From an optimization exercise on the open Yosys and OpenROAD flow, aimed at a short achievable clock period and few clock cycles; shortcuts taken in it are not production practice.
In this exercise RTL edits were held to simulation tests only and were not proved equivalent to the original.
Power is estimated from default activity; no workload was simulated.

==> flow/design.v (excerpt) <==
module hc11mon_dl #(
    parameter [15:0] MIN      = 16'h0400,
    parameter [15:0] MAX      = 16'h7DFF,
    parameter [15:0] LF_START = 16'h1000,
    parameter [15:0] LF_MAX   = 16'h7DC0
) (
    input  wire        clk,
    input  wire        rst,
    input  wire        cmd_valid,
    output wire        cmd_ready,
    input  wire [1:0]  cmd_op,
    input  wire [15:0] cmd_start,
    input  wire [15:0] cmd_end,
    input  wire        in_valid,
    output wire        in_ready,
    input  wire [7:0]  in_data,
    input  wire        in_eos,
    output wire        mem_req,
    output wire        mem_we,
    output wire [15:0] mem_addr,
    output wire [7:0]  mem_wdata,
    input  wire        mem_ack,
    input  wire [7:0]  mem_rdata,
    output reg         ev_valid,
    input  wire        ev_ready,
    output reg  [2:0]  ev_type,
    output reg  [15:0] ev_addr,
    output reg  [15:0] ev_data,
    output reg  [15:0] ev_line,
    output reg  [2:0]  ev_kind,
    output reg         ev_flag,
    output reg  [2:0]  ev_len,
    output reg  [47:0] ev_raw,
    output reg  [2:0]  ev_fam,
    output reg  [3:0]  ev_sfx,
    output reg  [2:0]  ev_opform
);
Settings: LEC_CHECK=0, ABC_CLOCK_PERIOD_IN_PS=1000, CAP_MARGIN=20, CORE_MARGIN=2, CORE_UTILIZATION=50, PLACE_DENSITY=0.65, SETUP_SLACK_MARGIN=3.0, SLEW_MARGIN=20, TNS_END_PERCENT=100; clock period 5.0 ns.
run.sh (not shown) runs the stock make flow with config.mk's settings and CLKGATE_MAP_FILE= SYNTH_SCRIPT=/design/flow/synth_recipe.tcl, a recipe that flattens the netlist after the stock synthesis.
Testbench counts at the start, summed over its fixed seeds: cycles 43,523.
Then changed:
--- a/flow/design.v
+++ b/flow/design.v
@@ -153,18 +153,20 @@
     reg        t_flag;
     reg [2:0]  t_len;
     reg [47:0] t_raw;
     reg [2:0]  t_fam;
     reg [3:0]  t_sfx;
     reg [2:0]  t_opform;
     reg [1:0]  ls;
     reg [2:0]  wcnt;
     reg        full, s1f, s9f, hvf, rngf, wgo;
+    reg        w_pre;     
+    reg        wcb_r;     
     reg [3:0]  wn0, wn1, wn2, wn3, wn4, wn5, wn6, wn7;
     reg [7:0]  whv, wS, w1, w9;
     reg [15:0] line;
     reg [15:0] written;
     reg        first_v;
     reg [15:0] first;
     reg [7:0]  acc;
     reg        add_pend;
     reg        al_pend;
@@ -293,33 +295,36 @@
                e_v ? (e_evt && can_push) :
                ((l_eval || s9_early) && can_push);
     end
     wire ev_pop    = ev_valid && ev_ready;
     wire head_free = !ev_valid || ev_ready;
     wire ev_valid_n = t_v || push || (ev_valid && !ev_ready);
     wire t_v_n      = head_free ? (t_v && push) : (t_v || push);
     wire        in_hv  = hexv(in_data);
     wire [3:0]  in_nib = hexn(in_data);
-    wire        wc_bad = (ma < MIN) || (ma > MAX);
+    wire        wc_bad = wcb_r;
+    wire [15:0] ma_p1  = ma + 16'd1;
     wire [7:0]  fsum   = ~acc;
     wire        ck_ok  = (c1 == hexc(fsum[7:4])) && (in_data == hexc(fsum[3:0])) &&
                          (acc != 8'hFF);
     wire        hdr_go = full && s1f && hvf && rngf;
     wire [7:0]  hdr_n  = {wn2, wn3};
-    wire [15:0] la_n   = {wn5, wn6, wn7, in_nib};
-    wire        rng_n  = (la_n >= LF_START) && (la_n <= LF_MAX);
+    wire [11:0] la_hi  = {wn5, wn6, wn7};
+    wire        rng_n  = ((la_hi > LF_START[15:4]) ||
+                          (la_hi == LF_START[15:4] && in_nib >= LF_START[3:0])) &&
+                         ((la_hi < LF_MAX[15:4]) ||
+                          (la_hi == LF_MAX[15:4] && in_nib <= LF_MAX[3:0]));
     wire        teos   = in_take && in_eos;
     wire        tch    = in_take && !in_eos;
     wire        cnt_nz = (cnt != 8'd0);
     wire        c2_go  = c1_hv && in_hv && (cnt_nz ? !wc_bad : ck_ok);
     wire        w_stop = full && (s9f || (s1f && !(hvf && rngf)));
-    wire        w_more = !(full || wcnt == 3'd7) || !(wS[1] && (w1[2] || w9[2])) ||
-                         (w1[2] && (&whv[7:3]) && in_hv && rng_n);
+    wire        w_more = w_pre || (w1[2] && (&whv[7:3]) && in_hv && rng_n);
     wire l_win = (ls == L_WIN);
     wire l_c1  = (ls == L_C1);
     wire l_c2  = (ls == L_C2);
     wire wr_n      = l_c2 && tch && c1_hv && in_hv && cnt_nz && !wc_bad;
     wire mreq_wr_n = wr_n || (mreq && !mem_ack);
     wire e_set     = teos || (l_c2 && tch);
     wire al_wait_n = hdr_go && (hdr_n < 8'd4);
     wire ts_fin = teos ||
                   (l_win && !hdr_go && ((w_stop && l_eval && can_push) || s9_early)) ||
@@ -478,60 +483,64 @@
                 e_dat <= (cnt != 8'd0);
                 e_wcb <= wc_bad;
                 e_ck  <= ck_ok;
                 e_c2n <= in_nib;
             end
             if (e_v && e_prog && can_push)
                 line <= line + 16'd1;
             if (mwe) mreq <= mreq_wr_n;
             if (mwe && mreq && mem_ack) begin
-                ma      <= ma + 16'd1;
+                ma      <= ma_p1;
+                wcb_r   <= (ma_p1 < MIN) || (ma_p1 > MAX);
                 written <= written + 16'd1;
             end
             if (in_take && ls == L_C2)
                 wdat <= {c1_nib, in_nib};
             add_pend <= wr_n;
             if (add_pend)
                 cnt <= cnt - 8'd1;
             acc    <= acc_nx;
             al_pend <= 1'b0;
             if (hdr_set) begin
                 if (!first_v) begin
                     first_v <= 1'b1;
                     first   <= {wn4, wn5, wn6, wn7};
                 end
                 al_pend <= 1'b1;
                 ma      <= {wn4, wn5, wn6, wn7};
+                wcb_r   <= ({wn4, wn5, wn6, wn7} < MIN) || ({wn4, wn5, wn6, wn7} > MAX);
                 cnt     <= (hdr_n >= 8'd3) ? hdr_n - 8'd3 : 8'd0;
             end
             if (ld_on && in_take && !in_eos) begin
                 if (ls == L_WIN && !hdr_go) begin
                     wn0 <= wn1; wn1 <= wn2; wn2 <= wn3; wn3 <= wn4;
                     wn4 <= wn5; wn5 <= wn6; wn6 <= wn7; wn7 <= in_nib;
                     whv  <= {in_hv, whv[7:1]};
                     wS   <= {in_data == "S", wS[7:1]};
                     w1   <= {in_data == "1", w1[7:1]};
                     w9   <= {in_data == "9", w9[7:1]};
                     if (wcnt == 3'd7) full <= 1'b1;
                     wcnt <= wcnt + 3'd1;
                     s1f  <= wS[1] && w1[2];
                     s9f  <= wS[1] && w9[2];
                     hvf  <= (&whv[7:3]) && in_hv;
                     rngf <= rng_n;
                     wgo  <= w_more;
+                    w_pre <= !(full || wcnt[2:1] == 2'b11) || !(wS[2] && (w1[3] || w9[3]));
                 end
                 if ((ls == L_WIN && hdr_go) || ls == L_C1) begin
                     c1     <= in_data;
                     c1_hv  <= in_hv;
                     c1_nib <= in_nib;
                 end
                 if (ls == L_C2) begin
                     wcnt <= 3'd0;
+                    w_pre <= 1'b1;
                     full <= 1'b0;
                     wgo  <= 1'b1;
                 end
             end
             case (ts)
                 T_IDLE: begin
                     if (cmd_valid) begin
                         c_start  <= cmd_start;
                         c_end    <= cmd_end;
@@ -565,18 +574,19 @@
                                 rd_on       <= 1'b0;
                                 cmd_ready_r <= 1'b0;
                                 in_ready_r  <= 1'b1;
                                 ts          <= T_LOAD;
                                 ld_on       <= 1'b1;
                                 ls          <= L_WIN;
                                 wcnt        <= 3'd0;
                                 full        <= 1'b0;
                                 wgo         <= 1'b1;
+                                w_pre       <= 1'b1;
                                 line        <= 16'd1;
                                 written     <= 16'd0;
                                 first_v     <= 1'b0;
                                 first       <= 16'd0;
                             end
                             default: ;
                         endcase
                     end
                 end
The changed run produced a clean layout.
Setup slack gets worse by 0.23 ns.
Wire length shrinks by 10%.
Die area rose by 0.55%.
Hold slack gains 0.0034 ns.
Combinational power is higher by about 6%.
Core utilization drops by 3.2 points.
Clock skew came out lower by 0.0055 ns.
Clock-buffer cell count rose by 7.
Power went up by 2.1%.
Testbench counts after the change, summed over its fixed seeds: cycles 43,523.

========
## run A
Another version of the RTL of hc11mon_dl (not shown whole).
Size: about 2500 cells after synthesis, about 660 flip-flops, about 200 I/O pins.
clock: 5.0 ns
lec_check: 0
abc_clock_period_in_ps: 1000
cap_margin: 20
core_margin: 2
core_utilization: 50
place_density: 0.65
setup_slack_margin: 3.0
slew_margin: 20
tns_end_percent: 100
Testbench counts of run A, summed over its fixed seeds: cycles 43,523.
Input changes introduced in run B (baseline for comparison: run A):
diff --git a/flow/design.v b/flow/design.v
--- a/flow/design.v
+++ b/flow/design.v
@@ -163,18 +163,19 @@
     reg [2:0]  t_len;
     reg [47:0] t_raw;
     reg [2:0]  t_fam;
     reg [3:0]  t_sfx;
     reg [2:0]  t_opform;
     reg [1:0]  ls;
     reg [2:0]  wcnt;
     reg        full, s1f, s9f, hvf, rngf, wgo;
     reg        sel_r;     
+    reg [7:0]  x_hi, x_lo;    
     reg        w_pre;     
     reg        wcb_r;     
     reg [3:0]  wn0, wn1, wn2, wn3, wn4, wn5, wn6, wn7;
     reg [7:0]  whv, wS, w1, w9;
     reg [15:0] line;
     reg [15:0] written;
     reg        first_v;
     reg [15:0] first;
     reg [7:0]  acc;
@@ -308,20 +309,20 @@
     end
     wire ev_pop    = ev_valid && ev_ready;
     wire head_free = !ev_valid || ev_ready;
     wire ev_valid_n = t_v || push || (ev_valid && !ev_ready);
     wire t_v_n      = head_free ? (t_v && push) : (t_v || push);
     wire        in_hv  = hexv(in_data);
     wire [3:0]  in_nib = hexn(in_data);
     wire        wc_bad = wcb_r;
     wire [7:0]  fsum   = ~acc;
-    wire        ck_ok  = (c1 == hexc(fsum[7:4])) && (in_data == hexc(fsum[3:0])) &&
-                         (acc != 8'hFF);
+    wire        ck_ok  = (c1 == x_hi) && (in_data == x_lo) && (acc != 8'hFF);
+    wire [7:0]  acc_x  = ~(add_pend ? acc + wdat : acc);
     wire        hdr_go = full && s1f && hvf && rngf;
     wire [7:0]  hdr_n  = {wn2, wn3};
     wire [11:0] la_hi  = {wn5, wn6, wn7};
     wire        rng_n  = ((la_hi > LF_START[15:4]) ||
                           (la_hi == LF_START[15:4] && in_nib >= LF_START[3:0])) &&
                          ((la_hi < LF_MAX[15:4]) ||
                           (la_hi == LF_MAX[15:4] && in_nib <= LF_MAX[3:0]));
     wire        teos   = in_take && in_eos;
     wire        tch    = in_take && !in_eos;
@@ -329,19 +330,19 @@
     wire        c2_go  = c1_hv && in_hv && (cnt_nz ? !wc_bad : ck_ok);
     wire        w_stop = full && (s9f || (s1f && !(hvf && rngf)));
     wire        w_more = w_pre || (w1[2] && (&whv[7:3]) && in_hv && rng_n);
     wire l_win = (ls == L_WIN);
     wire l_c1  = (ls == L_C1);
     wire l_c2  = (ls == L_C2);
     wire wr_n      = l_c2 && tch && c1_hv && in_hv && cnt_nz && !wc_bad;
     wire mreq_wr_n = wr_n || (mreq && !mem_ack);
     wire e_set     = teos || (l_c2 && tch);
-    wire al_wait_n = hdr_go && (hdr_n < 8'd4);
+    wire al_wait_n = ((l_win && hdr_go) || al_pend) && (hdr_n < 8'd4);
     wire ts_fin = teos ||
                   (l_win && !hdr_go && ((w_stop && l_eval && can_push) || s9_early)) ||
                   (l_c2 && tch && !c2_go);
     reg [1:0] ls_n;
     always @(*) begin
         ls_n = ls;
         if (ts_fin)
             ls_n = L_STOP;
         else if (l_win) begin
@@ -350,21 +351,21 @@
             if (tch) ls_n = L_C2;
         end else if (l_c2) begin
             if (tch) ls_n = cnt_nz ? L_C1 : L_WIN;
         end
     end
     wire e_v_n = e_set || (e_v && e_evt && !can_push);
     wire pe_free_n = !e_v_n || !t_v_n;
     wire ld_ready_n = !teos && pe_free_n &&
         ((l_win && hdr_go)  ? !(in_take && (mreq_wr_n || al_wait_n)) :
-         l_win              ? !w_stop && (in_take ? w_more : wgo) && !s9_early :
-         l_c1               ? !(tch && mreq_wr_n) :
-         l_c2               ? (tch ? c2_go : !mreq_wr_n) : 1'b0);
+         l_win              ? !w_stop && (in_take ? w_more : wgo) :
+         l_c1               ? !(tch && (mreq_wr_n || al_wait_n)) :
+         l_c2               ? (tch ? c2_go : !(mreq_wr_n || al_wait_n)) : 1'b0);
     wire       rpush = mreq && mem_ack && !mwe && rd_on;
     wire       ffull_n = !dpop && (f1_v || (f0_v && rpush));
     wire       hdr_set = ld_on && (ls == L_WIN) && hdr_go;
     wire [7:0] acc_nx  = hdr_set ? hdr_n + {wn4, wn5} :
                          add_pend ? acc + wdat :
                          al_pend ? acc + {wn6, wn7} : acc;
     integer i;
     always @(posedge clk) begin
         if (rst) begin
@@ -509,18 +510,20 @@
                 wcb_r   <= (ma1 < MIN) || (ma1 > MAX);
                 written <= written + 16'd1;
             end
             if (in_take && ls == L_C2)
                 wdat <= {c1_nib, in_nib};
             add_pend <= wr_n;
             if (add_pend)
                 cnt <= cnt - 8'd1;
             acc    <= acc_nx;
+            x_hi   <= hexc(acc_x[7:4]);
+            x_lo   <= hexc(acc_x[3:0]);
             al_pend <= 1'b0;
             if (hdr_set) begin
                 if (!first_v) begin
                     first_v <= 1'b1;
                     first   <= {wn4, wn5, wn6, wn7};
                 end
                 al_pend <= 1'b1;
                 ma      <= {wn4, wn5, wn6, wn7};
                 ma1     <= {wn4, wn5, wn6, wn7} + 16'd1;
Findings:
- Run A → run B: overall power after layout dropped about 3.6%, share of cell area taken by multi-input logic gates now sits higher, number of cell instances on the worst register-to-register path went down by 2, number of cells in the finished layout apart from fillers lower, layout filler cell count increased 201.
Testbench counts of run B, summed over its fixed seeds: cycles 43,523.

========
trial 6:
Another version of the RTL of hc11mon_dl (not shown whole).
For scale: about 2500 cells after synthesis, roughly 670 flip-flops, ~200 I/O pins, ~0.032 mm² of cells after synthesis.
Settings: LEC_CHECK=0, ABC_CLOCK_PERIOD_IN_PS=1000, CAP_MARGIN=20, CORE_MARGIN=2, CORE_UTILIZATION=50, PLACE_DENSITY=0.65, SETUP_SLACK_MARGIN=3.0, SLEW_MARGIN=20, TNS_END_PERCENT=100; clock period 5.0 ns.
Testbench counts of trial 6, summed over its fixed seeds: cycles 43,523.
The following lists how trial 23 was set up differently from trial 6:
-- flow/design.v --
<<< trial 6, line 169
    reg        full, s1f, s9f, hvf, rngf, wgo;
    reg        sel_r;     
    reg [7:0]  x_hi, x_lo;    
    reg        w_pre;     
    reg        wcb_r;     
>>> trial 23, line 169
    reg        full, s1f, s9f, hvf, rngf, wgo;
    reg        sel_r;     
    reg        w_pre;     
    reg        wcb_r;     
<<< trial 6, line 314
    wire        wc_bad = wcb_r;
    wire [7:0]  fsum   = ~acc;
    wire        ck_ok  = (c1 == x_hi) && (in_data == x_lo) && (acc != 8'hFF);
    wire [7:0]  acc_x  = ~(add_pend ? acc + wdat : acc);
    wire        hdr_go = full && s1f && hvf && rngf;
    wire [7:0]  hdr_n  = {wn2, wn3};
>>> trial 23, line 313
    wire        wc_bad = wcb_r;
    wire [7:0]  fsum   = ~acc;
    wire        ck_ok  = (c1 == hexc(fsum[7:4])) && (in_data == hexc(fsum[3:0])) &&
                         (acc != 8'hFF);
    wire        hdr_go = full && s1f && hvf && rngf;
    wire [7:0]  hdr_n  = {wn2, wn3};
<<< trial 6, line 335
    wire mreq_wr_n = wr_n || (mreq && !mem_ack);
    wire e_set     = teos || (l_c2 && tch);
    wire al_wait_n = ((l_win && hdr_go) || al_pend) && (hdr_n < 8'd4);
    wire ts_fin = teos ||
                  (l_win && !hdr_go && ((w_stop && l_eval && can_push) || s9_early)) ||
>>> trial 23, line 334
    wire mreq_wr_n = wr_n || (mreq && !mem_ack);
    wire e_set     = teos || (l_c2 && tch);
    wire al_wait_n = hdr_go && (hdr_n < 8'd4);
    wire ts_fin = teos ||
                  (l_win && !hdr_go && ((w_stop && l_eval && can_push) || s9_early)) ||
<<< trial 6, line 356
    wire ld_ready_n = !teos && pe_free_n &&
        ((l_win && hdr_go)  ? !(in_take && (mreq_wr_n || al_wait_n)) :
         l_win              ? !w_stop && (in_take ? w_more : wgo) :
         l_c1               ? !(tch && (mreq_wr_n || al_wait_n)) :
         l_c2               ? (tch ? c2_go : !(mreq_wr_n || al_wait_n)) : 1'b0);
    wire       rpush = mreq && mem_ack && !mwe && rd_on;
    wire       ffull_n = !dpop && (f1_v || (f0_v && rpush));
>>> trial 23, line 355
    wire ld_ready_n = !teos && pe_free_n &&
        ((l_win && hdr_go)  ? !(in_take && (mreq_wr_n || al_wait_n)) :
         l_win              ? !w_stop && (in_take ? w_more : wgo) && !s9_early :
         l_c1               ? !(tch && mreq_wr_n) :
         l_c2               ? (tch ? c2_go : !mreq_wr_n) : 1'b0);
    wire       rpush = mreq && mem_ack && !mwe && rd_on;
    wire       ffull_n = !dpop && (f1_v || (f0_v && rpush));
<<< trial 6, line 513
                cnt <= cnt - 8'd1;
            acc    <= acc_nx;
            x_hi   <= hexc(acc_x[7:4]);
            x_lo   <= hexc(acc_x[3:0]);
            al_pend <= 1'b0;
            if (hdr_set) begin
>>> trial 23, line 512
                cnt <= cnt - 8'd1;
            acc    <= acc_nx;
            al_pend <= 1'b0;
            if (hdr_set) begin
--- outcome ---
- Logic gate share of total power ended up 0.7 points higher on trial 23 than on trial 6.
- First-pass GRT wire length ended up 3.0% higher on trial 23 than on trial 6.
- Floorplan die area in trial 23 vs trial 6: down about 2%
- Between trial 6 and trial 23, the flow reports overall die width decreasing slightly.
- As far as internal cell power is concerned, trial 23 and trial 6 perform about the same.
- Trial 6 leaves less setup margin than trial 23.
- Looking at dominant combinational cell family by area after synthesis, the simple AND/OR/NAND/NOR gates result is from trial 23; the compound AO/OA/AOI/OAI gates one comes from trial 6.
Testbench counts of trial 23, summed over its fixed seeds: cycles 43,523.

## separate check: timing with driven ports
The flow's constraints put no driver on any port. The routed layouts listed below were extracted and timed again, unchanged, in two steps. Step 1 (the two cells are an assumption about what drives the block):
set clk [get_ports {clk}]
set_driving_cell -lib_cell sky130_fd_sc_hd__clkbuf_16 $clk
set_driving_cell -lib_cell sky130_fd_sc_hd__buf_2 [delete_from_list [all_inputs] $clk]
Step 2 moves the port delays by t, midway between the first and last clock arrival at a register: inputs arrive t later, outputs are due t later. That takes back most of the time a late clock gives input paths. Slacks: ideal / step 1 / step 2; pairs: ideal / step 1.
run	t (ns)	setup slack, ns	worst setup path after step 2	worst data-port slew with drivers (ns)	cell pins on the clock port's net
the first run of note 1	0.673	2.446 / 2.441 / 1.768	input to register	0.08	1
the second run of note 1	0.659	2.221 / 2.205 / 1.587	input to register	0.08	1
run A	0.674	2.280 / 2.280 / 1.663	input to register	0.07	1
run B	0.673	2.276 / 2.276 / 1.821	input to register	0.10	1
trial 6	0.674	2.313 / 2.313 / 1.810	input to register	0.07	1
trial 23	0.669	2.573 / 2.573 / 2.034	input to register	0.12	1
After both steps every run listed still meets setup and hold. For the first run of note 1, which loses most, drivers alone change the setup slack by -0.005 ns; drivers and shift together by -0.678 ns.
